From an optimization exercise on the open Yosys and OpenROAD flow, aimed at small area, a short achievable clock period and few clock cycles; shortcuts taken in it are not production practice.
Where RTL was checked, it was by simulation tests only, not by an equivalence proof against the original.
For runs 2 to 5, only the layout was checked, not whether the RTL still works.
Power figures rest on the tool's default switching activity, not on a simulated workload.

===== flow/design.v =====
module fcsu (
    input  wire        clk,
    input  wire        rst,
    input  wire        h_valid,
    output wire        h_ready,
    input  wire        h_write,
    input  wire        h_word,
    input  wire [17:0] h_addr,
    input  wire [31:0] h_wdata,
    output wire        h_done,
    output wire [31:0] h_rdata,
    output reg         in_en,
    output reg         in_we,
    output reg  [3:0]  in_wmask,
    output reg  [11:0] in_addr,
    output reg  [31:0] in_wdata,
    input  wire [31:0] in_rdata,
    output reg         out_en,
    output reg         out_we,
    output reg  [3:0]  out_wmask,
    output reg  [11:0] out_addr,
    output reg  [31:0] out_wdata,
    input  wire [31:0] out_rdata
);
    localparam [3:0] ST_OK        = 4'h0;
    localparam [3:0] ST_EMPTY     = 4'h1;
    localparam [3:0] ST_LEN_MIS   = 4'h2;
    localparam [3:0] ST_UNK_ITEM  = 4'h3;
    localparam [3:0] ST_TRUNC     = 4'h4;
    localparam [3:0] ST_BAD_WIDTH = 4'h5;
    localparam [3:0] ST_TOO_LONG  = 4'h6;
    localparam [3:0] ST_INV_ARG   = 4'h7;
    localparam [3:0] ST_SMP_END   = 4'h8;
    localparam [3:0] ST_NOT_ARMED = 4'h9;
    localparam [3:0] ST_ILLEGAL   = 4'hA;
    localparam [3:0] S_IDLE = 4'd0;    
    localparam [3:0] S_RDB  = 4'd1;    
    localparam [3:0] S_ENC  = 4'd2;    
    localparam [3:0] S_DEC1 = 4'd3;    
    localparam [3:0] S_DEC2 = 4'd4;    
    localparam [3:0] S_NXW  = 4'd5;    
    localparam [3:0] S_NX2  = 4'd6;    
    localparam [3:0] S_ENC0 = 4'd7;    
    localparam [3:0] S_DIV  = 4'd8;    
    reg [3:0]  state;
    reg        mflag;      
    reg        rdv;        
    reg        el;         
    reg        rrg;        
    reg [5:0]  ra;         
    reg [1:0]  lane;       
    reg [31:0] type_r, item_r, tlen_r, hdr_r, width_r, soff_r, slen_r;
    reg [13:0] in_len;
    reg [13:0] out_len;
    reg [3:0]  status;
    reg [15:0] r_hdr;
    reg        r_esc;
    reg [15:0] r_c;        
    reg        m_t;
    reg        m_dec;
    reg        su_armed;
    reg [5:0]  su_width;
    reg [13:0] su_off;
    reg [13:0] su_count;
    reg [13:0] su_pos;
    reg [31:0] su_sample;
    reg [13:0] su_p;       
    reg        su_rv;      
    function known_item;
        input [15:0] c;
        begin
            known_item = (c == 16'h0000) || (c == 16'h0018) || (c == 16'h0020) ||
                         (c == 16'h0044) || (c == 16'h008A) || (c == 16'h00B8);
        end
    endfunction
    function [1:0] kind_of;
        input [2:0] t;
        begin
            if (!t[2])          kind_of = 2'd0;
            else if (t == 3'd4) kind_of = 2'd1;
            else if (t == 3'd5) kind_of = 2'd2;
            else                kind_of = 2'd3;
        end
    endfunction
    wire        idle    = (state == S_IDLE);
    wire        acc     = h_valid && idle;
    wire        a_reg   = (h_addr[17:8] == 10'd0);
    wire        a_in    = (h_addr[17:14] == 4'b0100) && (h_addr[13:0] < 14'd8196);
    wire        a_out   = (h_addr[17:14] == 4'b1000) && (h_addr[13:0] < 14'd8194);
    wire        a_inw   = (h_addr[17:14] == 4'b0100);
    wire        a_outw  = (h_addr[17:14] == 4'b1000);
    wire        a_fast  = (a_off == 6'h01) || (a_off == 6'h0A) ||
                          (a_off >= 6'h0B && a_off <= 6'h13) ||
                          (a_off == 6'h16) || (a_off == 6'h18);
    wire [5:0]  a_off   = h_addr[7:2];
    wire        legal   = (h_wdata[31:3] == 29'd0);
    wire [2:0]  opcode  = h_wdata[2:0];
    wire        wr_reg  = acc && h_write && a_reg;
    wire        cmd_go  = wr_reg && (a_off == 6'h00);
    wire        cmd_ok  = cmd_go && legal;
    wire        op_pack = cmd_ok && (opcode == 3'd1);
    wire        op_unp  = cmd_ok && (opcode == 3'd2);
    wire        op_ctrl = cmd_ok && (opcode == 3'd3);
    wire        op_data = cmd_ok && (opcode == 3'd4);
    wire        op_dec  = cmd_ok && (opcode == 3'd5);
    wire        op_strt = cmd_ok && (opcode == 3'd6);
    wire        op_next = cmd_ok && (opcode == 3'd7);
    wire        op_res  = cmd_ok && (opcode != 3'd0) && (opcode <= 3'd4);
    wire        in_wr   = acc && h_write && a_in;
    wire        len_wr  = wr_reg && (a_off == 6'h09);
    wire [31:0] wd = h_wdata & {32{~rst}};
    wire        pack_inv  = (type_r[31:3] != 29'd0) || tlen_r[31];
    wire        pack_esc  = type_r[2] && (tlen_r == 32'd8194);
    wire        pack_long = (tlen_r[31:13] != 19'd0);
    wire        pack_ok   = !pack_inv && (pack_esc || !pack_long);
    wire        up_ok   = (hdr_r[31:16] == 16'd0);
    wire        up_esc  = hdr_r[15] && (hdr_r[12:0] == 13'd0);
    wire        ctrl_inv  = (type_r[31:2] != 30'd0) || !known_item(item_r[15:0]) ||
                            (item_r[31:16] != 16'd0);
    wire        ctrl_long = (in_len > 14'd8187);
    wire        ctrl_ok   = !ctrl_inv && !ctrl_long;
    wire        data_inv  = (type_r[31:3] != 29'd0) || !type_r[2] ||
                            (!type_r[1] && in_len < 14'd2);
    wire        data_esc  = (in_len == 14'd8192);
    wire        data_long = !data_esc && (in_len > 14'd8189);
    wire        data_ok   = !data_inv && !data_long;
    wire        enc_dat   = idle ? (opcode != 3'd3) : mflag;
    wire [13:0] enc_total = in_len + {11'd0, !enc_dat, enc_dat, 1'b0};
    wire        enc_esc   = (opcode != 3'd3) && data_esc;
    wire [15:0] enc_word  = {type_r[2:0], enc_esc ? 13'd0 : enc_total[12:0]};
    wire        enc_ok    = (opcode == 3'd3) ? ctrl_ok : data_ok;
    wire        width_ok  = (width_r[31:6] == 26'd0) && (width_r[5:0] != 6'd0) &&
                            (width_r[5:0] <= 6'd32);
    wire [14:0] win_end   = {1'b0, soff_r[13:0]} + {1'b0, slen_r[13:0]};
    wire        win_bad   = (soff_r[31:14] != 18'd0) || (slen_r[31:14] != 18'd0) ||
                            (win_end > {1'b0, in_len});
    wire        start_ok  = width_ok && !win_bad;
    wire        start_div = (start_b == 2'd3);
    wire [5:0]  width_p7  = width_r[5:0] + 6'd7;
    wire [1:0]  start_b   = width_p7[4:3];           
    reg  [13:0] start_count;
    always @(*) begin
        case (start_b)
            2'd1:    start_count = slen_r[13:0];
            2'd2:    start_count = {1'b0, slen_r[13:1]};
            2'd3:    start_count = slen_r[13:0];    
            default: start_count = {2'b0, slen_r[13:2]};
        endcase
    end
    wire [5:0]  su_wp7  = su_width + 6'd7;
    wire [2:0]  su_bps  = su_wp7[5:3];
    wire [1:0]  su_o    = su_p[1:0];
    wire [3:0]  su_oe   = {2'b0, su_o} + {1'b0, su_bps};
    wire        su_span = su_oe[2] && (su_oe[1:0] != 2'd0);    
    wire        su_more = su_armed && (su_pos != su_count);
    wire        nx_slow = su_more && (!su_rv || su_span);
    wire [13:0] su_pn   = su_p + {11'd0, su_bps};
    wire [2:0]  rd_type   = m_t ? r_hdr[15:13] : 3'd0;
    wire [1:0]  rd_kind   = kind_of(rd_type);
    wire [15:0] rd_item   = (rd_type[2] && rd_type[1:0] != 2'd0) ? 16'd0 : r_c;
    wire [15:0] rd_seq    = (rd_type == 3'd5) ? r_c : 16'd0;
    wire [13:0] rd_declen = !m_t ? 14'd0 : r_esc ? 14'd8194 : {1'b0, r_hdr[12:0]};
    wire        rd_off4   = !(r_hdr[15] && r_hdr[14]);
    wire [2:0]  rd_boff   = !m_dec ? 3'd0 : rd_off4 ? 3'd4 : 3'd2;
    wire [13:0] rd_blen   = m_dec ? rd_declen - {11'd0, rd_boff} : 14'd0;
    reg [31:0] reg_rdata;
    always @(*) begin
        case (ra)
            6'h02: reg_rdata = type_r;
            6'h03: reg_rdata = item_r;
            6'h04: reg_rdata = tlen_r;
            6'h05: reg_rdata = hdr_r;
            6'h06: reg_rdata = width_r;
            6'h07: reg_rdata = soff_r;
            6'h08: reg_rdata = slen_r;
            6'h09: reg_rdata = {18'd0, in_len};
            6'h14: reg_rdata = {10'd0, su_width, 5'd0, su_bps, 7'd0, su_armed};
            6'h15: reg_rdata = {18'd0, su_off};
            6'h17: reg_rdata = {18'd0, su_pos};
            6'h19: reg_rdata = 32'h4643_5301;
            6'h1A: reg_rdata = 32'd8196;
            default: reg_rdata = 32'd0;
        endcase
    end
    reg [31:0] fast_rdata;
    always @(*) begin
        case (a_off)
            6'h01: fast_rdata = {28'd0, status};
            6'h0A: fast_rdata = {18'd0, out_len};
            6'h0B: fast_rdata = {30'd0, rd_kind};
            6'h0C: fast_rdata = {29'd0, rd_type};
            6'h0D: fast_rdata = {16'd0, rd_item};
            6'h0E: fast_rdata = {16'd0, rd_seq};
            6'h0F: fast_rdata = {29'd0, rd_boff};
            6'h10: fast_rdata = {18'd0, rd_blen};
            6'h11: fast_rdata = {16'd0, r_hdr};
            6'h12: fast_rdata = {18'd0, rd_declen};
            6'h13: fast_rdata = {31'd0, r_esc};
            6'h16: fast_rdata = {18'd0, su_count};
            6'h18: fast_rdata = su_sample;
            default: fast_rdata = 32'd0;
        endcase
    end
    wire        rdb      = (state == S_RDB);
    wire [1:0]  rsel     = rdb ? lane : su_o;
    wire [63:0] rot2     = {in_rdata, in_rdata} >> {rsel, 3'b000};
    wire [31:0] rot      = rot2[31:0];
    wire [7:0]  out_byte = out_rdata[8*lane +: 8];
    wire        enc      = (state == S_ENC);
    wire [11:0] k        = out_len[11:0];
    wire [13:0] k_inc    = out_len + 14'd1;
    wire        enc_last = el;
    wire        el_next  = ({k_inc[11:0], mflag, 1'b0} >= in_len);
    wire        div      = (state == S_DIV);
    wire [2:0]  div_t    = {lane, su_count[13]};
    wire        div_q    = (div_t >= 3'd3);
    wire        div_last = (su_pos[3:0] == 4'd13);
    reg  slow_op;
    always @(*) begin
        case (opcode)
            3'd3:    slow_op = ctrl_ok;
            3'd4:    slow_op = data_ok;
            3'd5:    slow_op = 1'b1;
            3'd6:    slow_op = start_div;
            3'd7:    slow_op = nx_slow;
            default: slow_op = 1'b0;
        endcase
    end
    wire wr_slow   = h_write && (h_addr[17:16] == 2'd0) && (a_off == 6'h00) && slow_op;
    wire rd_slow   = !h_write && !(a_reg && a_fast);
    wire nx_look   = acc && h_write && (a_off == 6'h00) && (opcode == 3'd7);
    wire host_in   = acc && a_inw;
    wire host_sel  = idle && h_addr[16];     
    wire fast_done = acc && !wr_slow && !rd_slow;
    wire to_rdb    = acc && (rd_slow || (wr_slow && !(cmd_ok && slow_op)));
    wire nx_step1  = (op_next && su_more && su_rv) || (state == S_NXW && su_rv);
    wire nx_step2  = (state == S_NX2);
    wire nx_fin    = (nx_step1 && !su_span) || nx_step2;
    wire su_fetch  = su_armed && !su_rv && ((idle && !h_addr[16]) || state == S_NXW);
    wire su_fetch2 = nx_look && su_more && su_rv && su_span;    
    wire su_fetch2r = (nx_step1 && su_span);
    reg done_c;
    always @(*) begin
        case (state)
            S_IDLE:  done_c = fast_done;
            S_RDB:   done_c = 1'b1;
            S_ENC:   done_c = enc_last;
            S_DEC2:  done_c = 1'b1;
            S_NXW:   done_c = su_rv && !su_span;
            S_NX2:   done_c = 1'b1;
            S_DIV:   done_c = div_last;
            default: done_c = 1'b0;
        endcase
    end
    assign h_ready = idle;
    assign h_done  = done_c;
    assign h_rdata = !rdb ? fast_rdata :
                     rrg  ? reg_rdata :
                     {24'd0, rdv ? (mflag ? out_byte : rot[7:0]) : 8'd0};
    wire        eng_k    = enc || state == S_ENC0;
    wire [11:0] eng_base = eng_k ? k : su_p[13:2];
    wire        eng_inc  = enc ? mflag : (!eng_k && su_rv);
    reg  [11:0] eng_addr;
    integer b;
    always @(*) begin
        for (b = 0; b < 12; b = b + 1)
            eng_addr[b] = (state != S_DEC1) &&
                          (eng_base[b] ^ (eng_inc && ((eng_base & ((12'd1 << b) - 12'd1)) == ((12'd1 << b) - 12'd1))));
    end
    always @(*) begin
        in_en    = host_in || enc || state == S_ENC0 || state == S_DEC1 ||
                   su_fetch2 || su_fetch;
        in_we    = host_sel && h_write;
        in_wmask = h_word ? 4'hF : (4'b0001 << h_addr[1:0]);
        in_wdata = h_word ? h_wdata : {4{h_wdata[7:0]}};
        in_addr  = host_sel ? h_addr[13:2] : eng_addr;
    end
    always @(*) begin
        out_en    = 1'b0;
        out_we    = enc;
        out_wmask = 4'hF;
        out_addr  = enc ? k : h_addr[13:2];
        out_wdata[15:0]  = (mflag || k == 12'd0) ? r_c : in_rdata[15:0];
        out_wdata[31:16] = mflag ? in_rdata[15:0] : (k == 12'd0) ? item_r[15:0] : in_rdata[31:16];
        if (enc)
            out_en = 1'b1;
        else if (acc && !h_write && a_outw)
            out_en = 1'b1;
    end
    wire [15:0] dec_w    = in_rdata[15:0];
    wire [15:0] dec_c    = in_rdata[31:16];
    wire [2:0]  dec_t    = dec_w[15:13];
    wire        dec_esc  = dec_t[2] && (dec_w[12:0] == 13'd0);
    wire [13:0] dec_decl = dec_esc ? 14'd8194 : {1'b0, dec_w[12:0]};
    wire        dec_sub  = !(dec_t[2] && dec_t[1]);           
    wire        dec2     = (state == S_DEC2);
    wire        dec_empty = (in_len < 14'd2);
    wire        dec_lmis = (in_len != dec_decl);
    wire        dec_trnc = dec_sub && (in_len < 14'd4);
    wire        dec_unk  = dec_sub && (dec_t != 3'd5) && !known_item(dec_c);
    wire        dec_ok   = !dec_empty && !dec_lmis && !dec_trnc && !dec_unk;
    always @(posedge clk) begin
        if (rst) begin
            state <= S_IDLE;
        end else begin
            case (state)
                S_IDLE: begin
                    if (to_rdb)                     state <= S_RDB;
                    if (op_ctrl && ctrl_ok)         state <= S_ENC;
                    if (op_data && data_ok)         state <= S_ENC0;
                    if (op_dec)                     state <= S_DEC1;
                    if (op_next && su_more)
                        state <= !su_rv ? S_NXW : su_span ? S_NX2 : S_IDLE;
                    if (op_strt && start_div)       state <= S_DIV;
                end
                S_ENC0:  state <= S_ENC;
                S_ENC:   if (enc_last) state <= S_IDLE;
                S_DEC1:  state <= S_DEC2;
                S_NXW:   if (su_rv) state <= su_span ? S_NX2 : S_IDLE;
                S_DIV:   if (div_last) state <= S_IDLE;
                default: state <= S_IDLE;
            endcase
        end
    end
    always @(posedge clk) begin
        if (op_ctrl || op_data)
            el <= (opcode == 3'd3) ? (in_len == 14'd0) : (in_len <= 14'd2);
        else if (enc)
            el <= el_next;
        if (acc)
            mflag <= op_data || (!h_write && a_out);
        if (acc) begin
            rdv <= !h_write && (a_in || a_out);
            rrg <= !h_write && a_reg;
            ra  <= a_off;
        end
        if (acc || div)
            lane <= acc ? (h_addr[1:0] & {2{!h_write}}) : div_q ? div_t[1:0] - 2'd3 : div_t[1:0];
    end
    always @(posedge clk) begin
        if (rst || (wr_reg && a_off == 6'h02)) type_r  <= wd;
        if (rst || (wr_reg && a_off == 6'h03)) item_r  <= wd;
        if (rst || (wr_reg && a_off == 6'h04)) tlen_r  <= wd;
        if (rst || (wr_reg && a_off == 6'h05)) hdr_r   <= wd;
        if (rst || (wr_reg && a_off == 6'h06)) width_r <= wd;
        if (rst || (wr_reg && a_off == 6'h07)) soff_r  <= wd;
        if (rst || (wr_reg && a_off == 6'h08)) slen_r  <= wd;
        if (rst || (len_wr && h_wdata <= 32'd8196)) in_len <= wd[13:0];
    end
    always @(posedge clk) begin
        if (rst || op_ctrl || op_data || enc)
            out_len <= (rst || !enc) ? 14'd0 : enc_last ? enc_total : k_inc;
    end
    reg [3:0] st_nx;
    reg       st_ld;
    always @(*) begin
        st_ld = 1'b1;
        st_nx = ST_OK;
        if (cmd_go && !legal)
            st_nx = ST_ILLEGAL;
        else if (cmd_go) begin
            case (opcode)
                3'd1: st_nx = pack_inv ? ST_INV_ARG : pack_ok ? ST_OK : ST_TOO_LONG;
                3'd2: st_nx = up_ok ? ST_OK : ST_INV_ARG;
                3'd3: st_nx = ctrl_inv ? ST_INV_ARG : ctrl_long ? ST_TOO_LONG : ST_OK;
                3'd4: st_nx = data_inv ? ST_INV_ARG : data_long ? ST_TOO_LONG : ST_OK;
                3'd5: st_ld = 1'b0;
                3'd6: st_nx = !width_ok ? ST_BAD_WIDTH : win_bad ? ST_INV_ARG : ST_OK;
                3'd7: begin
                    st_nx = !su_armed ? ST_NOT_ARMED : ST_SMP_END;
                    st_ld = !su_more;
                end
                default: st_nx = ST_OK;
            endcase
        end else if (dec2)
            st_nx = dec_empty ? ST_EMPTY : dec_lmis ? ST_LEN_MIS :
                    dec_trnc ? ST_TRUNC : dec_unk ? ST_UNK_ITEM : ST_OK;
        else if (nx_fin)
            st_nx = ST_OK;
        else
            st_ld = 1'b0;
    end
    always @(posedge clk) begin
        if (rst || st_ld) status <= st_nx & {4{~rst}};
    end
    always @(posedge clk) begin
        if (rst || op_res || dec2) begin
            r_hdr <= 16'd0; r_esc <= 1'b0; m_t <= 1'b0; m_dec <= 1'b0;
            if (!rst) begin
                if (op_pack && pack_ok) begin
                    r_hdr <= {type_r[2:0], pack_esc ? 13'd0 : tlen_r[12:0]};
                    r_esc <= pack_esc;
                end
                if (op_unp && up_ok) begin
                    r_hdr <= hdr_r[15:0];
                    r_esc <= up_esc;
                    m_t   <= 1'b1;
                end
                if ((op_ctrl || op_data) && enc_ok) begin
                    r_hdr <= enc_word;
                    r_esc <= enc_esc;
                end
                if (dec2 && dec_ok) begin
                    r_hdr <= dec_w;
                    r_esc <= dec_esc;
                    m_t   <= 1'b1;
                    m_dec <= 1'b1;
                end
            end
        end
    end
    always @(posedge clk) begin
        if (rst || op_res || dec2 || enc) begin
            r_c <= 16'd0;
            if (!rst) begin
                if ((op_ctrl || op_data) && enc_ok)
                    r_c <= enc_word;
                if (dec2 && dec_ok && dec_sub)
                    r_c <= dec_c;
                if (enc && !enc_last)
                    r_c <= in_rdata[31:16];
            end
        end
    end
    wire su_dis = in_wr || len_wr;
    always @(posedge clk) begin
        if (rst || su_dis || op_strt)
            su_armed <= !rst && !su_dis && start_ok;
        if (rst || op_strt) begin
            su_width <= (start_ok && !rst) ? width_r[5:0] : 6'd0;
            su_off   <= (start_ok && !rst) ? soff_r[13:0] : 14'd0;
            su_count <= (start_ok && !rst) ? start_count : 14'd0;
        end else if (div)
            su_count <= {su_count[12:0], div_q};
        if (rst || op_strt || nx_fin || div)
            su_pos <= (rst || op_strt || (div && div_last)) ? 14'd0 : su_pos + 14'd1;
        if (op_strt || nx_fin)
            su_p <= op_strt ? soff_r[13:0] : su_pn;
        if (rst || op_strt || su_fetch || in_en || (nx_fin && su_oe == 4'd4))
            su_rv <= !rst && !op_strt && (su_fetch || su_fetch2r);
    end
    integer i;
    always @(posedge clk) begin
        for (i = 0; i < 4; i = i + 1) begin
            if (rst || op_strt || nx_step1 || (nx_step2 && i + su_o >= 4 && i < su_bps))
                su_sample[8*i +: 8] <= (!rst && !op_strt && i < su_bps &&
                                        (nx_step2 || i + su_o < 4)) ? rot[8*i +: 8] : 8'd0;
        end
    end
endmodule

===== flow/flow/run.sh =====
#!/bin/bash
# The standard layout (the standard.sh: standard synthesis, floorplan,
# placement, CTS, routing), with two changes to how cells are chosen:
# - the port buffers are plain buf_2 cells instead of the delay buffer
#   buffer_ports picks by default;
# - timing repair may swap a cell for one of another footprint.
# ORFS's own logs stay under orfs/logs; the make output goes to standard.log.
set -euo pipefail
bash standard.sh MATCH_CELL_FOOTPRINT=0 "BUFFER_PORTS_ARGS=-buffer_cell sky130_fd_sc_hd__buf_2" finish > standard.log 2>&1

===== flow/standard.sh =====
#!/bin/bash
# synth_recipe.tcl (not shown) runs the flow's synth.tcl, then flattens the netlist and writes it again
# the make line also repeats each setting of config.mk as NAME=value (left out here)
make -C /OpenROAD-flow-scripts/flow DESIGN_CONFIG=/design/flow/config.mk WORK_HOME=/design/flow/orfs CLKGATE_MAP_FILE= SYNTH_SCRIPT=/design/flow/synth_recipe.tcl "${@:-finish}"

===== flow/config.mk =====
export PLATFORM = sky130hd
export DESIGN_NAME = fcsu
export DESIGN_NICKNAME = fcsu
export VERILOG_FILES = /design/flow/design.v
export SDC_FILE = /design/flow/constraint.sdc
export NUM_CORES = 4
export LEC_CHECK = 0
export ABC_CLOCK_PERIOD_IN_PS = 2000
export CAP_MARGIN = 20
export CORE_MARGIN = 2
export CORE_UTILIZATION = 50
export PLACE_DENSITY = 0.65
export SETUP_SLACK_MARGIN = 4.0
export SLEW_MARGIN = 20

===== flow/constraint.sdc =====
create_clock -name core_clock -period 10.0 [get_ports {clk}]
set_input_delay 2.0000 -clock core_clock [delete_from_list [all_inputs] [get_ports {clk}]]
set_output_delay 2.0000 -clock core_clock [all_outputs]
set_load 0.01 [all_outputs]

==> impl_metrics.tcl, run 1 <==
set metrics [dict create \
    gp_congestion 1.06 \
    seq_area_um2 12100 \
    ys.flop_type "edfxtp_1" \
    avgSynthCellArea_um2 10.1 \
    hpwlAfterDp_um 83100 \
    syn2layout_area_growth_pct 13.5 \
    r2r_cells 19 \
    die-area_um2 52500 \
    cp_max_fo 41 \
    cap_violations 0 \
    setup_viol_count_final 0 \
    core_area_um2 50100 \
    ys_ff_latch 403 \
    holdBufCountCts 0 \
    endpoint_kind "primary output" \
    fin_nets 2869 \
    synth.distinct_cells 95 \
    clkTransAtPathRegs_ns 0.06 \
    initial_core_util_pct 50.6 \
    slew_headroom_pct 23.1 \
    rsz0062_at_grt "yes" \
    drive_gt1_share_pct 18.3 \
    grt_pass1_vias 21609 \
    tightestPinTransition_ns 1.15 \
    fillCellCount 4376 \
    die_w_um 229 \
    antenna_found_initial 5 \
    cp-start-kind "flip-flop" \
    fin_skew_ns 0.0378 \
    cts_sinks 403 \
    routed_wl_um 110000 \
    first_pass_iters 9 \
    cts_buffers 45 \
    grt_overflow 0 \
    vias 23423 \
    port_buffers 248 \
    endpoint "h_rdata[11]" \
    finalHoldViolations 0 \
    r2r-end "su_count[13]" \
    rows 82 \
    startpoint "ra[1]" \
    setup.worst_path.class "flip-flop to primary output" \
    die_y_um 229 \
    cts_tree "done" \
    syn_area_um2 25300 \
    cp_data_arrival_time_ns 3.95 \
    cp.required_ns 8.00 \
    fin_ws_ns 4.05 \
    hp-class "flip-flop to flip-flop" \
    root_buffer "clkbuf_16" \
    fin_crit_ns 5.95 \
    post-place-ws_ns 3.27 \
    clk-insertion-delay-late_ns 0.61 \
    synth-edff-count 399 \
    p_leak_nw 10.6 \
    period_share_pct 59.5 \
    cts_buffer_depth 3 \
    multi_input_area_um2 12500 \
    htreeDepth 2 \
    avgViaCountPerCell 6.88 \
    synth_largest_area_cell "edfxtp_1" \
    drc_errors 0 \
    post-synth-top-area-fraction_pct 47.3 \
    wl_per_cell_um 32.5 \
    rr_startpoint "slen_r[0]" \
    grt_max_degree 79 \
    ant_nets 0 \
    reg2reg_slack_ns 5.01 \
    track_usage_pct 41.0 \
    grt_pass1_wl_um 155000 \
    drt_iter0_drc 3644 \
    synthArstFlopShare_pct 0 \
    tns_ns 0 \
    synth_warnings 1 \
    yosys-top-cells-area "edfxtp_1 47%, nand2_1 4.7%, mux2i_1 4.6%" \
    yosysSeqAreaShare_pct 47.6 \
    ir_worst_vdd_mv 0.154 \
    p_per_area_nw_per_um2 154 \
    ios 253 \
    max_freq_ghz 0.168 \
    outcome "timing/DRC/antenna clean" \
    synthCells 2514 \
    drv_slew 0 \
]
## worst max-delay path, stage by stage, from the launching register on
cell	delay [ns]
edfxtp_1	0.33
buf_4	0.44
nand2b_1	0.34
nor2_1	0.27
buf_4	0.24
a22oi_1	0.57
nand2_1	0.10
a211oi_1	0.64
o22ai_1	0.20
buf_2	0.19
## layout by cell type, fill, tap and decap left out, drive strengths merged, types with 48 or more instances in the layout
cell    netlist  final
edfxtp      399    399
nand2       319    319
buf          48    301
nor2        201    201
o21ai       160    160
a21oi       127    127
mux2i       117    117
xnor2        72     72
nand3        71     71
nor2b        68     68
nor4         61     61
clkbuf      129     61
ha           54     54
inv          48     49
nor3         48     48
## cell usage after synthesis, drive strengths merged, types with 5 or more instances
cell type and instances:
buf 48, a21oi 127, o22ai 14, nand3 71
nor4b 6, a221oi 39, o21a 6, mux4 10
mux2 38, or2 6, inv 48, xnor2 72
or3 14, a21o 25, ha 54, and2 39
a31o 11, or4 7, o211ai 9, o21ai 160
nor3 48, mux2i 117, o31ai 9, o21bai 5
nand2b 24, clkbuf 129, o2111ai 8, a211oi 45
nor2 201, edfxtp 399, o221ai 24, nor4 61
a31oi 18, nand2 319, a22o 16, nand4 40
a41oi 5, a22oi 27, xor2 32, nor2b 68
a2111oi 5, nand3b 5, a222oi 24, and3 18
## repair_timing
| item | 4_1_cts | 5_1_grt |
|---|---|---|
| buffers inserted | 0 | 9 |
| pin swaps | 0 | 6 |
| cloned | 0 | 0 |
| gates resized for setup | 17 | 24 |
| setup endpoints to repair | 32 | 28 |
## power breakdown
part | internal (W) | switching, W | total (W)
combinational | 0.000245 | 0.000448 | 0.000693
clock | 0.000886 | 0.000714 | 0.00160
sequential | 0.00199 | 0.000155 | 0.00214
## cell families after synthesis
| kind of cell | after synthesis | share of synthesized area (%) |
|---|---|---|
| compound gates | 615 | 16.6 |
| xor+xnor | 104 | 3.60 |
| fa+ha+maj | 58 | 2.98 |
| buf+inv | 226 | 3.82 |
| flops | 403 | 47.6 |
| mux | 165 | 7.20 |
| other cells | 1 | 0.0148 |
| simple gates | 942 | 18.2 |
## final cells by class
type	instances	area share [%]
repair buffers	306	5.95
clock buffers	56	4.06
inverters	48	0.640
clock inverters	26	0.745
diodes	4	0.0348
multi-input cells	1888	43.7
well taps	672	2.93
flip-flops and latches	403	42.0
## worst min path at each step
stage,startpoint,endpoint,slack (ns),cells past startpoint
3_5_place_dp,width_r[1],su_width[1],0.63,1
2_1_floorplan,su_count[3],su_count[4],0.57,2
4_1_cts,width_r[1],su_width[1],0.64,1
6_report,width_r[1],su_width[1],0.65,1
5_1_grt,width_r[1],su_width[1],0.68,1
3_3_place_gp,width_r[1],su_width[1],0.63,1
## metal layers
| metal | routed length [um] | vias to the layer above | GRT usage [%] |
|---|---|---|---|
| met5 | 69 | - | 0 |
| met1 | 42000 | 11443 | 54.7 |
| met4 | 6310 | 6 | 19.2 |
| met2 | 47400 | 1736 | 61.6 |
| met3 | 14600 | 338 | 12.0 |
| li1 | - | 9900 | - |
## per-stage QoR
stage	instances	hold slack, ns	instance area, um2	total power [W]	utilization, %
global route	3399	0.676	28700	0.00455	57.4
CTS	3389	0.645	28500	0.00440	57.0
floorplan	2517	0.565	25300	0.00250	-
finish	3403	0.654	28700	0.00443	57.4
detailed placement	3307	0.634	27100	0.00283	54.1
global placement	3307	0.628	27100	0.00281	54.1
## state kept, by name, summed over array words and instances (netlist names), 6 cells and up
| register | count |
|---|---|
| su_p | 14 |
| slen_r | 32 |
| tlen_r | 32 |
| su_off | 14 |
| r_hdr | 16 |
| su_width | 6 |
| in_len | 14 |
| item_r | 32 |
| width_r | 32 |
| su_sample | 32 |
| su_pos | 14 |
| type_r | 32 |
| r_c | 16 |
| soff_r | 32 |
| out_len | 14 |
| hdr_r | 32 |
| ra | 6 |
| su_count | 14 |
Testbench counts, summed over its fixed seeds: cycles 126,101.
==> inputs of run 2 (changes only) <==
--- a/flow/design.v
+++ b/flow/design.v
@@ -218,8 +218,8 @@
     reg  slow_op;
     always @(*) begin
         case (opcode)
-            3'd3:    slow_op = ctrl_ok;
-            3'd4:    slow_op = data_ok;
+            3'd3:    slow_op = 1'b1;     
+            3'd4:    slow_op = 1'b1;
             3'd5:    slow_op = 1'b1;
             3'd6:    slow_op = start_div;
             3'd7:    slow_op = nx_slow;
@@ -232,7 +232,9 @@
     wire host_in   = acc && a_inw;
     wire host_sel  = idle && h_addr[16];     
     wire fast_done = acc && !wr_slow && !rd_slow;
-    wire to_rdb    = acc && (rd_slow || (wr_slow && !(cmd_ok && slow_op)));
+    wire real_slow = (op_ctrl && ctrl_ok) || (op_data && data_ok) || op_dec ||
+                     (op_next && nx_slow) || (op_strt && start_div);
+    wire to_rdb    = acc && (rd_slow || (wr_slow && !real_slow));
     wire nx_step1  = (op_next && su_more && su_rv) || (state == S_NXW && su_rv);
     wire nx_step2  = (state == S_NX2);
     wire nx_fin    = (nx_step1 && !su_span) || nx_step2;
==> flow/config.mk (replaced) <==
export PLATFORM = sky130hd
export DESIGN_NAME = fcsu
export DESIGN_NICKNAME = fcsu
export VERILOG_FILES = /design/flow/design.v
export SDC_FILE = /design/flow/constraint.sdc
export NUM_CORES = 4
export LEC_CHECK = 0
export CAP_MARGIN = 20
export CORE_MARGIN = 2
export CORE_UTILIZATION = 50
export PLACE_DENSITY = 0.65
export SETUP_SLACK_MARGIN = 4.5
export SLEW_MARGIN = 20
==> run 2 against run 1 <==
  * Highest routed layer unchanged
  * Largest cell class unchanged
  * First-iteration DRC count is 6.9% higher
  * Sequential power is essentially flat
  * Critical path depth is 2 higher
  * Utilization rose by 2.8 points
  * Final area rose by 3.0%
  * Via count up 0.85%
  * Largest power group unchanged
  * Count of clock-buffer cells in the layout is 10 lower
  * Final cell count shrank 1.6%
==> impl_metrics.tcl, run 2 <==
set metrics [dict create \
    setup_viol_count_final 0 \
    cp_data_arrival_time_ns 3.70 \
    synth_largest_area_cell "edfxtp_1" \
    period_share_pct 57.0 \
    ios 253 \
    post-place-ws_ns 3.55 \
    synth_most_common_cell "edfxtp_1" \
    yosys-top-cells-area "edfxtp_1 48%, nand2_1 4.4%, o21ai_0 2.9%" \
    avgSynthCellArea_um2 10.3 \
    ys.flop_type "edfxtp_1" \
    hp-class "flip-flop to flip-flop" \
    root_buffer "clkbuf_16" \
    fin_nets 2824 \
    fin_util_pct 60.2 \
    synth-edff-count 399 \
    clkTransAtPathRegs_ns 0.06 \
    avgViaCountPerCell 7.05 \
    port_buffers 248 \
    syn2layout_area_growth_pct 18.4 \
    syn_area_um2 25000 \
    antenna_found_initial 10 \
    tightestPinTransition_ns 1.14 \
    p_clk_share_pct 38.7 \
    p_switching_w 0.00134 \
    slew_headroom_pct 23.8 \
    ys_ff_latch 403 \
    fin_skew_ns 0.0298 \
    fin_ws_ns 4.30 \
    cts_buffer_depth 3 \
    cp-start-kind "flip-flop" \
    die_y_um 228 \
    routed_wl_um 114000 \
    die-area_um2 51800 \
    die_w_um 228 \
    final_cell_mix "399 x edfxtp_1, 281 x nand2_1, 239 x buf_2" \
    endpoint_kind "primary output" \
    fin_crit_ns 5.70 \
    cp_max_fo 6 \
    drt_iter0_drc 3896 \
    p_sw_share_pct 29.0 \
    r2r_cells 8 \
    drive_gt1_share_pct 22.5 \
    setup.worst_path.class "flip-flop to primary output" \
    dpl_cell_area_um2 26800 \
    yosysSeqAreaShare_pct 48.3 \
    tns_ns 0 \
    drv_slew 0 \
    intPower_w 0.00328 \
    cts_sinks 403 \
    finalHoldViolations 0 \
    cts_tree "done" \
    p_leak_nw 11.1 \
    ir_worst_vdd_mv 0.145 \
    hold_path_depth 1 \
    grt_max_degree 55 \
    track_usage_pct 43.3 \
    combPwrFrac_pct 14.9 \
    synthCells 2416 \
    ant_nets 0 \
    p_seq_share_pct 46.4 \
    synth.cells.most_frequent "399 x edfxtp_1, 292 x nand2_1, 146 x nor2_1" \
    outcome "timing/DRC/antenna clean" \
    first_pass_iters 6 \
    grt_overflow 0 \
    max_freq_ghz 0.176 \
    synthArstFlopShare_pct 0 \
    cts_buffers 44 \
    cp.required_ns 8.00 \
    p_total_w 0.00462 \
    post-synth-top-area-fraction_pct 47.9 \
    hpwlAfterDp_um 84100 \
    rows 81 \
    drc_errors 0 \
    synth.distinct_cells 91 \
    vias 23623 \
    reg2reg_slack_ns 4.95 \
    cap_violations 0 \
    p_per_area_nw_per_um2 156 \
    grt_pass1_vias 21650 \
    grt_pass1_wl_um 158000 \
    synth_warnings 1 \
    core_area_um2 49200 \
    design_area_um2 29600 \
    holdBufCountCts 0 \
    rsz0062_at_grt "yes" \
    htreeDepth 2 \
    gp_congestion 1.04 \
    clk-insertion-delay-late_ns 0.62 \
    final_common_cell "edfxtp_1" \
    initial_core_util_pct 50.8 \
    wl_per_cell_um 34.1 \
]
==> run 2: through the flow <==
step,hold slack (ns),cells
final,0.676,3349
after global routing,0.698,3347
after CTS,0.652,3326
after detailed placement,0.640,3196
after global placement,0.631,3196
after floorplan,0.553,2419
==> run 2: critical path, cell delays in order, from the launching register on <==
cell and delay, ns:
edfxtp_1 0.47, nor3_4 0.24, xnor2_2 0.19, ha_1 0.27, fa_1 0.54, nor2_1 0.07, or2_2 0.30, mux2i_4 0.23
nor2_1 0.13, a2bb2oi_1 0.17, a221o_1 0.33, buf_2 0.14
==> run 2: what timing repair did <==
item,CTS,global route
setup buffers,47,18
pin swaps,41,31
gates cloned,2,2
gates resized for setup,127,46
setup endpoints to repair,58,84
==> run 2: power groups by stage <==
stage | Sequential (W) | Clock [W] | Combinational (W)
6_report | 0.00214 | 0.00179 | 0.000688
3_5_place_dp | 0.00217 | 0 | 0.000627
5_1_grt | 0.00214 | 0.00185 | 0.000728
4_1_cts | 0.00213 | 0.00178 | 0.000656
2_1_floorplan | 0.00207 | 0 | 0.000406
3_3_place_gp | 0.00217 | 0 | 0.000615
==> run 2: cell type report <==
| class | instances | area, um2 |
|---|---|---|
| Timing Repair Buffer | 361 | 2330 |
| Clock buffer | 46 | 1110 |
| Multi-Input combinational cell | 1779 | 12600 |
| Antenna cell | 3 | 7.51 |
| Fill cell | 4083 | 19600 |
| Tap cell | 664 | 831 |
| Inverter | 58 | 220 |
| Clock inverter | 35 | 458 |
| Sequential cell | 403 | 12100 |
==> run 2: final timing paths <==
check                 to        start
min reg2reg  su_width[5]   width_r[5]
max reg2reg    r_hdr[12]    type_r[4]
max               h_done  su_width[1]
min          su_width[5]   width_r[5]
==> run 2: cell families after synthesis <==
group | Yosys count | share of synthesized area (%)
fa+ha+maj | 58 | 3.02
other cells | 1 | 0.0150
xor+xnor | 100 | 3.53
simple gates | 862 | 17.1
flops | 403 | 48.3
mux | 120 | 6.16
buf+inv | 239 | 3.92
compound gates | 633 | 18.0
==> run 2: layer usage <==
metal	share of wire, %	wire length, um	GRT usage, %
met4	5.6	6340	19.6
met3	14	16000	13.3
met2	43	49600	65.7
met5	0.046	53	0
met1	37	42100	57.0
==> inputs of run 3 (changes only) <==
--- a/flow/design.v
+++ b/flow/design.v
@@ -89,9 +89,7 @@
     wire        a_out   = (h_addr[17:14] == 4'b1000) && (h_addr[13:0] < 14'd8194);
     wire        a_inw   = (h_addr[17:14] == 4'b0100);
     wire        a_outw  = (h_addr[17:14] == 4'b1000);
-    wire        a_fast  = (a_off == 6'h01) || (a_off == 6'h0A) ||
-                          (a_off >= 6'h0B && a_off <= 6'h13) ||
-                          (a_off == 6'h16) || (a_off == 6'h18);
+    wire        a_fast  = (a_off == 6'h01) || (a_off == 6'h18);
     wire [5:0]  a_off   = h_addr[7:2];
     wire        legal   = (h_wdata[31:3] == 29'd0);
     wire [2:0]  opcode  = h_wdata[2:0];
@@ -174,33 +172,26 @@
             6'h07: reg_rdata = soff_r;
             6'h08: reg_rdata = slen_r;
             6'h09: reg_rdata = {18'd0, in_len};
+            6'h0A: reg_rdata = {18'd0, out_len};
+            6'h0B: reg_rdata = {30'd0, rd_kind};
+            6'h0C: reg_rdata = {29'd0, rd_type};
+            6'h0D: reg_rdata = {16'd0, rd_item};
+            6'h0E: reg_rdata = {16'd0, rd_seq};
+            6'h0F: reg_rdata = {29'd0, rd_boff};
+            6'h10: reg_rdata = {18'd0, rd_blen};
+            6'h11: reg_rdata = {16'd0, r_hdr};
+            6'h12: reg_rdata = {18'd0, rd_declen};
+            6'h13: reg_rdata = {31'd0, r_esc};
             6'h14: reg_rdata = {10'd0, su_width, 5'd0, su_bps, 7'd0, su_armed};
             6'h15: reg_rdata = {18'd0, su_off};
+            6'h16: reg_rdata = {18'd0, su_count};
             6'h17: reg_rdata = {18'd0, su_pos};
             6'h19: reg_rdata = 32'h4643_5301;
             6'h1A: reg_rdata = 32'd8196;
             default: reg_rdata = 32'd0;
         endcase
     end
-    reg [31:0] fast_rdata;
-    always @(*) begin
-        case (a_off)
-            6'h01: fast_rdata = {28'd0, status};
-            6'h0A: fast_rdata = {18'd0, out_len};
-            6'h0B: fast_rdata = {30'd0, rd_kind};
-            6'h0C: fast_rdata = {29'd0, rd_type};
-            6'h0D: fast_rdata = {16'd0, rd_item};
-            6'h0E: fast_rdata = {16'd0, rd_seq};
-            6'h0F: fast_rdata = {29'd0, rd_boff};
-            6'h10: fast_rdata = {18'd0, rd_blen};
-            6'h11: fast_rdata = {16'd0, r_hdr};
-            6'h12: fast_rdata = {18'd0, rd_declen};
-            6'h13: fast_rdata = {31'd0, r_esc};
-            6'h16: fast_rdata = {18'd0, su_count};
-            6'h18: fast_rdata = su_sample;
-            default: fast_rdata = 32'd0;
-        endcase
-    end
+    wire [31:0] fast_rdata = (a_off == 6'h01) ? {28'd0, status} : su_sample;
     wire        rdb      = (state == S_RDB);
     wire [1:0]  rsel     = rdb ? lane : su_o;
     wire [63:0] rot2     = {in_rdata, in_rdata} >> {rsel, 3'b000};
--- a/flow/config.mk
+++ b/flow/config.mk
@@ -5,6 +5,7 @@
 export SDC_FILE = /design/flow/constraint.sdc
 export NUM_CORES = 4
 export LEC_CHECK = 0
+export ABC_CLOCK_PERIOD_IN_PS = 2000
 export CAP_MARGIN = 20
 export CORE_MARGIN = 2
 export CORE_UTILIZATION = 50
==> run 3 against run 2 <==
  * Worst hold slack worse by 0.055 ns
  * Die area down 0.20%
  * Non-clock buffer count down 18
  * Register-to-register slack worse by 0.09 ns
  * Critical endpoint unchanged
==> impl_metrics.tcl, run 3 <==
set metrics [dict create \
    outcome "timing/DRC/antenna clean" \
    post-place-ws_ns 3.84 \
    fillCellCount 4158 \
    port_buffers 248 \
    final_common_cell "edfxtp_1" \
    avgViaCountPerCell 7.22 \
    cts_sinks 403 \
    cp_data_arrival_time_ns 3.96 \
    cap_violations 0 \
    first_pass_iters 8 \
    fin_crit_ns 5.96 \
    rsz0062_at_grt "yes" \
    drt_iter0_drc 4012 \
    synthArstFlopShare_pct 0 \
    antenna_found_initial 8 \
    p_total_w 0.00474 \
    synth_most_common_cell "edfxtp_1" \
    ir_worst_vdd_mv 0.177 \
    synth.cells.most_frequent "399 x edfxtp_1, 260 x nand2_1, 185 x nor2_1" \
    drive_gt1_share_pct 21.9 \
    clkTransAtPathRegs_ns 0.06 \
    p_leak_nw 11.0 \
    multi_input_area_um2 12500 \
    die-area_um2 51700 \
    synth_largest_area_cell "edfxtp_1" \
    ys_ff_latch 403 \
    endpoint_kind "primary output" \
    initial_core_util_pct 50.8 \
    ios 253 \
    fin_ws_ns 4.04 \
    drc_errors 0 \
    setup.worst_path.class "input pin to primary output" \
    cts_buffer_depth 3 \
    period_share_pct 59.6 \
    syn_area_um2 24900 \
    max_freq_ghz 0.168 \
    grt_pass1_wl_um 163000 \
    grt_pass1_vias 21465 \
    grt_overflow 0 \
    die_w_um 227 \
    vias 24136 \
    hp-class "flip-flop to flip-flop" \
    clk-insertion-delay-late_ns 0.62 \
    ant_nets 0 \
    gp_congestion 1.09 \
    hpwlAfterDp_um 88500 \
    slew_headroom_pct 13.1 \
    routed_wl_um 120000 \
    setup_viol_count_final 0 \
    fin_skew_ns 0.0227 \
    post-synth-top-area-fraction_pct 48.0 \
    seq_area_um2 12100 \
    cp.required_ns 8.00 \
    synth_warnings 1 \
    root_buffer "clkbuf_16" \
    p_per_area_nw_per_um2 162 \
    tns_ns 0 \
    yosysSeqAreaShare_pct 48.4 \
    rows 81 \
    fin_nets 2817 \
    holdBufCountCts 0 \
    cts_tree "done" \
    cp_max_fo 2 \
    grt_max_degree 80 \
    core_area_um2 49100 \
    avgSynthCellArea_um2 10.3 \
    synthCells 2420 \
    yosys-top-cells-area "edfxtp_1 48%, nand2_1 3.9%, nor2_1 2.8%" \
    die_y_um 227 \
    final_cell_mix "399 x edfxtp_1, 255 x nand2_1, 239 x buf_2" \
    ys.flop_type "edfxtp_1" \
    cts_buffers 45 \
    drv_slew 0 \
    wl_per_cell_um 35.8 \
    tightestPinTransition_ns 1.30 \
    synth.distinct_cells 87 \
    cp-start-kind "input pin" \
    htreeDepth 2 \
    synth-edff-count 399 \
    track_usage_pct 45.4 \
    finalHoldViolations 0 \
    syn2layout_area_growth_pct 17.5 \
]
run 3: power breakdown:
| group | total (W) | switching [W] | internal [W] |
|---|---|---|---|
| Sequential | 0.00216 | 0.000172 | 0.00199 |
| Combinational | 0.000792 | 0.000508 | 0.000283 |
| Clock | 0.00179 | 0.000769 | 0.00102 |
run 3: critical path, stage by stage:
cell	delay, ns
buf_8	0.10
or4_4	0.54
or4b_4	0.54
nor3_2	0.12
a221o_1	0.14
a31oi_2	0.05
o221ai_2	0.28
buf_2	0.19
run 3: worst paths after layout:
path	depth (start not counted)	end	start	slack, ns
setup reg to reg	21	su_off[10]	slen_r[1]	4.86
setup / recovery	8	h_done	h_addr[16]	4.04
hold / removal	1	su_width[5]	width_r[5]	0.62
hold reg to reg	1	su_width[5]	width_r[5]	0.62
run 3: cells by family after synthesis:
kind of cell    after synthesis  synth area share, %
compound gates              621                 17.3
flops                       403                 48.4
mux                         116                 6.06
other cells                   1               0.0150
simple gates                893                 17.8
xor+xnor                    105                 3.74
fa+ha+maj                    59                 3.07
buf+inv                     222                 3.67
run 3: what timing repair did:
action	CTS	global route
setup buffers	21	25
gates cloned	1	1
pin swaps	6	19
hold endpoints to repair	0	0
endpoints found under the setup margin	78	86
resized for setup	57	78
run 3: layout make-up:
| cell class | count | area share [%] |
|---|---|---|
| well taps | 664 | 2.83 |
| diodes | 3 | 0.0256 |
| repair buffers | 343 | 7.24 |
| flip-flops and latches | 403 | 41.2 |
| inverters | 48 | 0.615 |
| clock buffers | 46 | 3.85 |
| multi-input cells | 1799 | 42.8 |
| clock inverters | 38 | 1.45 |
run 3: routing by layer:
layer,vias up,GRT usage [%],wire (um),share of wire (%)
met5,-,0,109,0.091
met4,10,22.3,7470,6.2
met3,446,16.8,19900,17
met2,2329,62.7,47900,40
met1,11589,62.6,44300,37
li1,9762,-,-,-
run 3: per-stage QoR:
stage               instance area, um2  util [%]  std cells  hold WS (ns)
finish                           29300      59.8       3344         0.621
global route                     29300      59.7       3341         0.657
CTS                              28700      58.6       3315         0.611
detailed placement               26800      54.6       3209         0.593
global placement                 26700      54.5       3208         0.603
floorplan                        25000         -       2423         0.562
==> inputs of run 4 (changes only) <==
--- a/flow/config.mk
+++ b/flow/config.mk
@@ -9,6 +9,9 @@
 export CAP_MARGIN = 20
 export CORE_MARGIN = 2
 export CORE_UTILIZATION = 50
+export CTS_BUF_LIST = sky130_fd_sc_hd__clkbuf_8 sky130_fd_sc_hd__clkbuf_16
+export CTS_CLUSTER_DIAMETER = 50
+export CTS_CLUSTER_SIZE = 10
 export PLACE_DENSITY = 0.65
 export SETUP_SLACK_MARGIN = 4.5
 export SLEW_MARGIN = 20
==> run 4 against run 3 <==
  * Total power rose by 2.7%
  * First-iteration DRC count rose by 6.0%
  * Register-to-register slack about the same
  * Largest cell class unchanged
  * Worst hold slack got worse by 0.0011 ns
  * Global-route usage is 0.064 points higher
  * Synthesized cell count did not move
  * Area after synthesis unchanged
  * Still clean on timing, DRC and antenna
  * Die area unchanged
==> impl_metrics.tcl, run 4 <==
set metrics [dict create \
    die_w_um 227 \
    fillCellCount 4133 \
    hold_path_depth 1 \
    vias 24116 \
    fin_nets 2833 \
    gp_congestion 1.09 \
    synthCells 2420 \
    ys.flop_type "edfxtp_1" \
    synth-edff-count 399 \
    drv_slew 0 \
    cp_max_fo 2 \
    cp-start-kind "input pin" \
    ys_ff_latch 403 \
    first_pass_iters 9 \
    finalHoldViolations 0 \
    grt_pass1_wl_um 163000 \
    ant_nets 0 \
    cts_buffers 54 \
    die_y_um 227 \
    post-synth-top-area-fraction_pct 48.0 \
    fin_skew_ns 0.0217 \
    outcome "timing/DRC/antenna clean" \
    cp_data_arrival_time_ns 3.95 \
    ios 253 \
    dpl_cell_area_um2 26800 \
    rows 81 \
    synth.distinct_cells 87 \
    n_antenna_cell 0 \
    yosysSeqAreaShare_pct 48.4 \
    design_area_um2 29600 \
    holdBufCountCts 0 \
    final_common_cell "edfxtp_1" \
    cp.required_ns 8.00 \
    tns_ns 0 \
    hp-class "flip-flop to flip-flop" \
    root_buffer "clkbuf_16" \
    ir_worst_vdd_mv 0.159 \
    setup.worst_path.class "input pin to primary output" \
    routed_wl_um 120000 \
    max_freq_ghz 0.168 \
    synth_largest_area_cell "edfxtp_1" \
    setup_viol_count_final 0 \
    r2r_cells 21 \
    synth_warnings 1 \
    p_leak_nw 11.2 \
    cts_sinks 403 \
    clk-insertion-delay-late_ns 0.63 \
    p_total_w 0.00486 \
    rsz0062_at_grt "yes" \
    synth_most_common_cell "edfxtp_1" \
    port_buffers 248 \
    avgSynthCellArea_um2 10.3 \
    endpoint_kind "primary output" \
    period_share_pct 59.5 \
    yosys-top-cells-area "edfxtp_1 48%, nand2_1 3.9%, nor2_1 2.8%" \
    track_usage_pct 45.5 \
    final_cell_mix "399 x edfxtp_1, 255 x nand2_1, 241 x buf_2" \
    grt_max_degree 80 \
    slew_headroom_pct 21.2 \
    p_per_area_nw_per_um2 165 \
    fin_crit_ns 5.95 \
    avgViaCountPerCell 7.21 \
    clkTransAtPathRegs_ns 0.06 \
    drive_gt1_share_pct 22.4 \
    cts_buffer_depth 3 \
    wl_per_cell_um 36.0 \
    tightestPinTransition_ns 1.17 \
    hpwlAfterDp_um 88500 \
    antenna_found_initial 4 \
    htreeDepth 2 \
    cap_violations 0 \
    cts_tree "done" \
    initial_core_util_pct 50.8 \
    synth.cells.most_frequent "399 x edfxtp_1, 260 x nand2_1, 185 x nor2_1" \
    grt_pass1_vias 21672 \
    grt_overflow 0 \
    syn2layout_area_growth_pct 18.6 \
    drc_errors 0 \
    die-area_um2 51700 \
    synthArstFlopShare_pct 0 \
    core_area_um2 49100 \
    syn_area_um2 24900 \
    drt_iter0_drc 4251 \
]
run 4: cell types whose count changed in the layout (fill, tap and decap cells not counted), sizes merged:
cell / previous run / this run
clkbuf: 53 / 62
inv: 53 / 56
buf: 336 / 343
bufinv: 7 / 6
diode: 3 / 0
clkinv: 24 / 10
run 4: layout make-up:
cell class	instances	area, um2	share of cell area [%]
Multi-Input combinational cell	1799	12600	42.7
Inverter	48	180	0.609
Clock buffer	55	1380	4.65
Sequential cell	403	12100	40.8
Clock inverter	26	325	1.10
Timing Repair Buffer	350	2170	7.33
Tap cell	664	831	2.81
run 4: repair_timing:
action | in CTS | in global routing
pin swaps | 6 | 25
setup endpoints to repair | 78 | 73
gates cloned | 1 | 3
setup buffers | 22 | 29
resized for setup | 60 | 86
run 4: cells by family (layout without fill, tap and decap cells):
group | Yosys count | after routing | share of synthesized area [%]
AOI/OAI and AO/OA | 621 | 621 | 17.3
xor gates and xnor gates | 105 | 105 | 3.74
adders and majority gates | 59 | 59 | 3.07
buffers and inverters | 222 | 479 | 3.67
DFF | 403 | 403 | 48.4
muxes | 116 | 117 | 6.06
other | 1 | 4 | 0.0150
and+or+nand+nor | 893 | 893 | 17.8
run 4: metrics by stage:
step / setup WS, ns / instances / hold WS [ns] / utilization (%)
global route: 4.00 / 3345 / 0.653 / 60.3
global placement: 3.85 / 3208 / 0.603 / 54.5
CTS: 4.07 / 3313 / 0.608 / 58.9
finish: 4.05 / 3345 / 0.620 / 60.3
detailed placement: 3.84 / 3209 / 0.593 / 54.6
floorplan: 4.35 / 2423 / 0.562 / -
run 4: where the power goes:
part,switching (W),internal (W)
clock network,0.000762,0.00114
registers,0.000173,0.00199
logic,0.000513,0.000286
run 4: worst paths after layout:
| kind | startpoint | end | slack [ns] |
|---|---|---|---|
| max reg2reg | slen_r[1] | su_width[1] | 4.85 |
| min reg2reg | width_r[5] | su_width[5] | 0.62 |
| max | h_addr[16] | h_done | 4.05 |
| min | width_r[5] | su_width[5] | 0.62 |
run 4: routing by layer:
layer	share of wire, %	global-route usage, %	vias to the layer above
met4	6.2	23.5	4
met2	40	62.4	2275
li1	-	-	9758
met1	37	62.2	11684
met5	0.022	0	-
met3	17	17.5	395
run 4: worst max-delay path, cell delays in order:
cell and delay (ns):
buf_8 0.10, or4_4 0.53, or4b_4 0.54, nor3_2 0.13
a221o_1 0.14, a31oi_2 0.05, o221ai_2 0.27, buf_2 0.19
==> inputs of run 5 (changes only) <==
--- a/flow/design.v
+++ b/flow/design.v
@@ -89,7 +89,9 @@
     wire        a_out   = (h_addr[17:14] == 4'b1000) && (h_addr[13:0] < 14'd8194);
     wire        a_inw   = (h_addr[17:14] == 4'b0100);
     wire        a_outw  = (h_addr[17:14] == 4'b1000);
-    wire        a_fast  = (a_off == 6'h01) || (a_off == 6'h18);
+    wire        a_fast  = (a_off == 6'h01) || (a_off == 6'h0A) ||
+                          (a_off >= 6'h0B && a_off <= 6'h13) ||
+                          (a_off == 6'h16) || (a_off == 6'h18);
     wire [5:0]  a_off   = h_addr[7:2];
     wire        legal   = (h_wdata[31:3] == 29'd0);
     wire [2:0]  opcode  = h_wdata[2:0];
@@ -172,26 +174,33 @@
             6'h07: reg_rdata = soff_r;
             6'h08: reg_rdata = slen_r;
             6'h09: reg_rdata = {18'd0, in_len};
-            6'h0A: reg_rdata = {18'd0, out_len};
-            6'h0B: reg_rdata = {30'd0, rd_kind};
-            6'h0C: reg_rdata = {29'd0, rd_type};
-            6'h0D: reg_rdata = {16'd0, rd_item};
-            6'h0E: reg_rdata = {16'd0, rd_seq};
-            6'h0F: reg_rdata = {29'd0, rd_boff};
-            6'h10: reg_rdata = {18'd0, rd_blen};
-            6'h11: reg_rdata = {16'd0, r_hdr};
-            6'h12: reg_rdata = {18'd0, rd_declen};
-            6'h13: reg_rdata = {31'd0, r_esc};
             6'h14: reg_rdata = {10'd0, su_width, 5'd0, su_bps, 7'd0, su_armed};
             6'h15: reg_rdata = {18'd0, su_off};
-            6'h16: reg_rdata = {18'd0, su_count};
             6'h17: reg_rdata = {18'd0, su_pos};
             6'h19: reg_rdata = 32'h4643_5301;
             6'h1A: reg_rdata = 32'd8196;
             default: reg_rdata = 32'd0;
         endcase
     end
-    wire [31:0] fast_rdata = (a_off == 6'h01) ? {28'd0, status} : su_sample;
+    wire [63:0] fd = 64'd1 << a_off;
+    wire        f_c  = (fd[13] && !(rd_type[2] && rd_type[1:0] != 2'd0)) ||
+                       (fd[14] && rd_type == 3'd5);
+    wire        f_h  = fd[17] || (fd[18] && m_t && !r_esc);
+    wire        f_dc = fd[18] && m_t && r_esc;
+    wire [31:0] fast_rdata =
+        ({32{fd[1]}}  & {28'd0, status}) |
+        ({32{fd[10]}} & {18'd0, out_len}) |
+        ({32{fd[11]}} & {30'd0, rd_kind}) |
+        ({32{fd[12]}} & {29'd0, rd_type}) |
+        ({32{f_c}}    & {16'd0, r_c}) |
+        ({32{fd[15]}} & {29'd0, rd_boff}) |
+        ({32{fd[16]}} & {18'd0, rd_blen}) |
+        ({32{fd[17]}} & {16'd0, r_hdr[15:13], 13'd0}) |
+        ({32{f_h}}    & {19'd0, r_hdr[12:0]}) |
+        ({32{f_dc}}   & 32'd8194) |
+        ({32{fd[19]}} & {31'd0, r_esc}) |
+        ({32{fd[22]}} & {18'd0, su_count}) |
+        ({32{fd[24]}} & su_sample);
     wire        rdb      = (state == S_RDB);
     wire [1:0]  rsel     = rdb ? lane : su_o;
     wire [63:0] rot2     = {in_rdata, in_rdata} >> {rsel, 3'b000};
@@ -218,7 +227,7 @@
         endcase
     end
     wire wr_slow   = h_write && (h_addr[17:16] == 2'd0) && (a_off == 6'h00) && slow_op;
-    wire rd_slow   = !h_write && !(a_reg && a_fast);
+    wire rd_slow   = !h_write && (a_inw || a_outw || !a_fast);
     wire nx_look   = acc && h_write && (a_off == 6'h00) && (opcode == 3'd7);
     wire host_in   = acc && a_inw;
     wire host_sel  = idle && h_addr[16];     
@@ -247,7 +256,7 @@
     end
     assign h_ready = idle;
     assign h_done  = done_c;
-    assign h_rdata = !rdb ? fast_rdata :
+    assign h_rdata = !rdb ? (a_reg ? fast_rdata : 32'd0) :
                      rrg  ? reg_rdata :
                      {24'd0, rdv ? (mflag ? out_byte : rot[7:0]) : 8'd0};
     wire        eng_k    = enc || state == S_ENC0;
==> flow/config.mk (replaced) <==
export PLATFORM = sky130hd
export DESIGN_NAME = fcsu
export DESIGN_NICKNAME = fcsu
export VERILOG_FILES = /design/flow/design.v
export SDC_FILE = /design/flow/constraint.sdc
export NUM_CORES = 4
export LEC_CHECK = 0
export CAP_MARGIN = 20
export CORE_MARGIN = 2
export CORE_UTILIZATION = 50
export PLACE_DENSITY = 0.65
export SETUP_SLACK_MARGIN = 5.0
export SLEW_MARGIN = 20
==> run 5 against run 4 <==
  * Sequential share of layout area down 0.14 points
  * Largest power group unchanged
  * Flip-flop and latch count unchanged
  * Count of clock-buffer cells in the layout down 4
  * Clock power down 8%
  * Die area down 0.26%
  * Area after synthesis down 0.27%
  * Critical endpoint is now h_rdata[27]
  * Combinational power down 14%
  * Total power down 5.9%
  * Still clean
  * Synthesized cell count down 0.17%
==> impl_metrics.tcl, run 5 <==
set metrics [dict create \
    r2r_cells 21 \
    die_y_um 227 \
    cts_buffers 45 \
    p_switching_w 0.00132 \
    grt_pass1_vias 21642 \
    drc_errors 0 \
    rr_startpoint "soff_r[0]" \
    grt_overflow 0 \
    holdBufCountCts 0 \
    synth_most_common_cell "edfxtp_1" \
    seq_area_um2 12100 \
    synth.distinct_cells 87 \
    track_usage_pct 43.0 \
    hpwlAfterDp_um 83500 \
    synthXorXnorAreaFrac_pct 3.66 \
    p_sw_share_pct 28.8 \
    p_per_area_nw_per_um2 154 \
    synth-edff-count 399 \
    tns_ns 0 \
    ir_worst_vdd_mv 0.117 \
    initial_core_util_pct 50.7 \
    core_area_um2 49100 \
    multi_input_area_um2 12800 \
    grt_max_degree 55 \
    routed_wl_um 113000 \
    cp-start-kind "input pin" \
    finalHoldViolations 0 \
    ys_ff_latch 403 \
    post-synth-top-area-fraction_pct 48.2 \
    wl_per_cell_um 33.7 \
    cts_buffer_depth 3 \
    synthArstFlopShare_pct 0 \
    tightestPinTransition_ns 1.30 \
    rsz0062_at_grt "yes" \
    syn_area_um2 24900 \
    die_w_um 227 \
    die-area_um2 51600 \
    vias 23502 \
    root_buffer "clkbuf_16" \
    hold_path_depth 2 \
    fin_nets 2843 \
    outcome "timing/DRC/antenna clean" \
    syn2layout_area_growth_pct 19.3 \
    yosys.area_share.adder_pct 3.04 \
    p_leak_nw 11.1 \
    synth.cells.most_frequent "399 x edfxtp_1, 302 x nand2_1, 164 x nor2_1" \
    max_freq_ghz 0.169 \
    cap_violations 0 \
    synth-simple-area-share_pct 17.5 \
    min-delay-start "hdr_r[14]" \
    setup.worst_path.class "input pin to primary output" \
    synth_compound_area_share_pct 18.3 \
    grt_pass1_wl_um 157000 \
    p_total_w 0.00458 \
    yosys-top-cells-area "edfxtp_1 48%, nand2_1 4.6%, mux2i_1 3.0%" \
    cp_max_fo 16 \
    yosysSeqAreaShare_pct 48.5 \
    avgViaCountPerCell 6.98 \
    final_common_cell "edfxtp_1" \
    fin_crit_ns 5.90 \
    p_clk_share_pct 38.1 \
    period_share_pct 59.0 \
    synth_top_family_by_area "compound AO/OA/AOI/OAI gates" \
    cp.required_ns 8.00 \
    port_buffers 248 \
    fin_skew_ns 0.0295 \
    clk-insertion-delay-late_ns 0.62 \
    cp_data_arrival_time_ns 3.90 \
    setup_viol_count_final 0 \
    drive_gt1_share_pct 23.3 \
    ios 253 \
    slew_headroom_pct 12.4 \
    endpoint_kind "primary output" \
    ys.flop_type "edfxtp_1" \
    ant_nets 0 \
    gp_congestion 1.04 \
    final_cell_mix "399 x edfxtp_1, 299 x nand2_1, 234 x buf_2" \
    n_antenna_cell 0 \
    htreeDepth 2 \
    synth_largest_area_cell "edfxtp_1" \
    synth_warnings 1 \
    reg2reg_slack_ns 5.26 \
    antenna_found_initial 4 \
    fillCellCount 4154 \
    p_seq_share_pct 46.9 \
    clkTransAtPathRegs_ns 0.06 \
    cts_tree "done" \
    r2r-end "status[2]" \
    intPower_w 0.00326 \
    drv_slew 0 \
    drt_iter0_drc 4110 \
    cts_sinks 403 \
    rows 81 \
    synthCells 2416 \
    avgSynthCellArea_um2 10.3 \
    hp-class "flip-flop to flip-flop" \
    hold_end "r_hdr[14]" \
    combPwrFrac_pct 15.0 \
    first_pass_iters 9 \
    synthMuxAreaShare_pct 5.33 \
]
[run 5: metrics by stage]
step                      hold WS [ns]  instance area, um2  std cells  worst slack, ns  util [%]
after global placement           0.585               26900       3215             3.62      54.9
after floorplan                  0.532               25100       2419             4.41         -
after global routing             0.640               29700       3367             4.04      60.5
after detailed placement         0.590               26900       3216             3.73      54.9
after CTS                        0.603               29300       3349             4.10      59.8
final                            0.610               29700       3367             4.10      60.5
[run 5: final cells by class]
| class | count | area share [%] |
|---|---|---|
| clock buffers | 51 | 3.94 |
| clock inverters | 33 | 1.25 |
| inverters | 56 | 0.742 |
| multi-input cells | 1802 | 43.0 |
| flip-flops and latches | 403 | 40.7 |
| well taps | 664 | 2.80 |
| repair buffers | 357 | 7.55 |
| repair inverters | 1 | 0.0169 |
[run 5: timing repair]
item                       4_1_cts  5_1_grt
hold endpoints to repair         0        0
setup endpoints to repair      191       97
setup buffers                   46       16
cloned                           3        2
pin swaps                       25       16
resized for setup              119       38
[run 5: worst max-delay path by stage]
stage / startpoint / endpoint / slack, ns / depth (start not counted)
final: h_addr[8] / h_rdata[27] / 4.10 / 10
after global routing: h_addr[8] / h_rdata[31] / 4.04 / 10
after CTS: h_addr[8] / h_rdata[27] / 4.10 / 10
after detailed placement: h_addr[2] / su_sample[8] / 3.73 / 12
after global placement: h_addr[3] / h_rdata[0] / 3.62 / 9
after floorplan: h_addr[16] / h_rdata[22] / 4.41 / 8
[run 5: worst max-delay path, cell delays in order]
cell and delay [ns]:
buf_6 0.09, or4_4 0.55, nor4_4 0.42, nand2b_4 0.14, buf_12 0.17, nor2_4 0.09, buf_12 0.14, nand2_1 0.08
o21ai_2 0.06, buf_2 0.14
[run 5: power by group through the flow]
| stage | clock [W] | sequential (W) | combinational (W) |
|---|---|---|---|
| 2_1_floorplan | 0 | 0.00207 | 0.000396 |
| 3_3_place_gp | 0 | 0.00217 | 0.000606 |
| 3_5_place_dp | 0 | 0.00217 | 0.000618 |
| 4_1_cts | 0.00174 | 0.00213 | 0.000646 |
| 5_1_grt | 0.00181 | 0.00215 | 0.000727 |
| 6_report | 0.00174 | 0.00215 | 0.000685 |
[run 5: logic make-up after synthesis]
logic type,Yosys count
muxes,118
other,1
buffers and inverters,217
and+or+nand+nor,878
DFF,403
xor gates and xnor gates,104
AOI/OAI and AO/OA,637
adders and majority gates,58
[run 5: layer usage]
| metal | wire length, um | global-route usage, % | up-vias |
|---|---|---|---|
| met2 | 47900 | 62.9 | 1908 |
| met5 | 32 | 0 | - |
| met1 | 41000 | 56.0 | 11407 |
| met3 | 17200 | 16.2 | 409 |
| met4 | 7120 | 21.7 | 6 |
| li1 | - | - | 9772 |

## port drivers added, routing unchanged
Ports are ideal in the flow. The routed layouts listed here were re-timed in OpenROAD. Step 1 sets driving cells, clkbuf_16 on the clock port and buf_2 on the other inputs (assumed; they add their load-dependent delay and slew). Step 2, shift: input delay + t, output delay - t, t = (earliest + latest rising clock arrival at the registers) / 2. This alone moves slack from input paths to output paths. Three values: ideal ports, drivers, drivers and shift; two values: the first two.
run	t, ns	setup WS [ns]	worst setup path after step 2	worst data-port slew with drivers (ns)
run 1	0.653	4.054 / 3.990 / 3.849	input to register	0.05
run 2	0.664	4.302 / 4.228 / 4.020	input to register	0.15
run 3	0.667	4.043 / 3.998 / 3.984	input to register	0.06
run 4	0.679	4.049 / 4.004 / 4.004	input to output	0.06
run 5	0.661	4.097 / 4.061 / 4.061	input to output	0.06
After both steps every run listed still meets setup and hold. The setup slack of run 2, which loses most, moves by -0.074 ns with the drivers and by -0.282 ns with both steps.
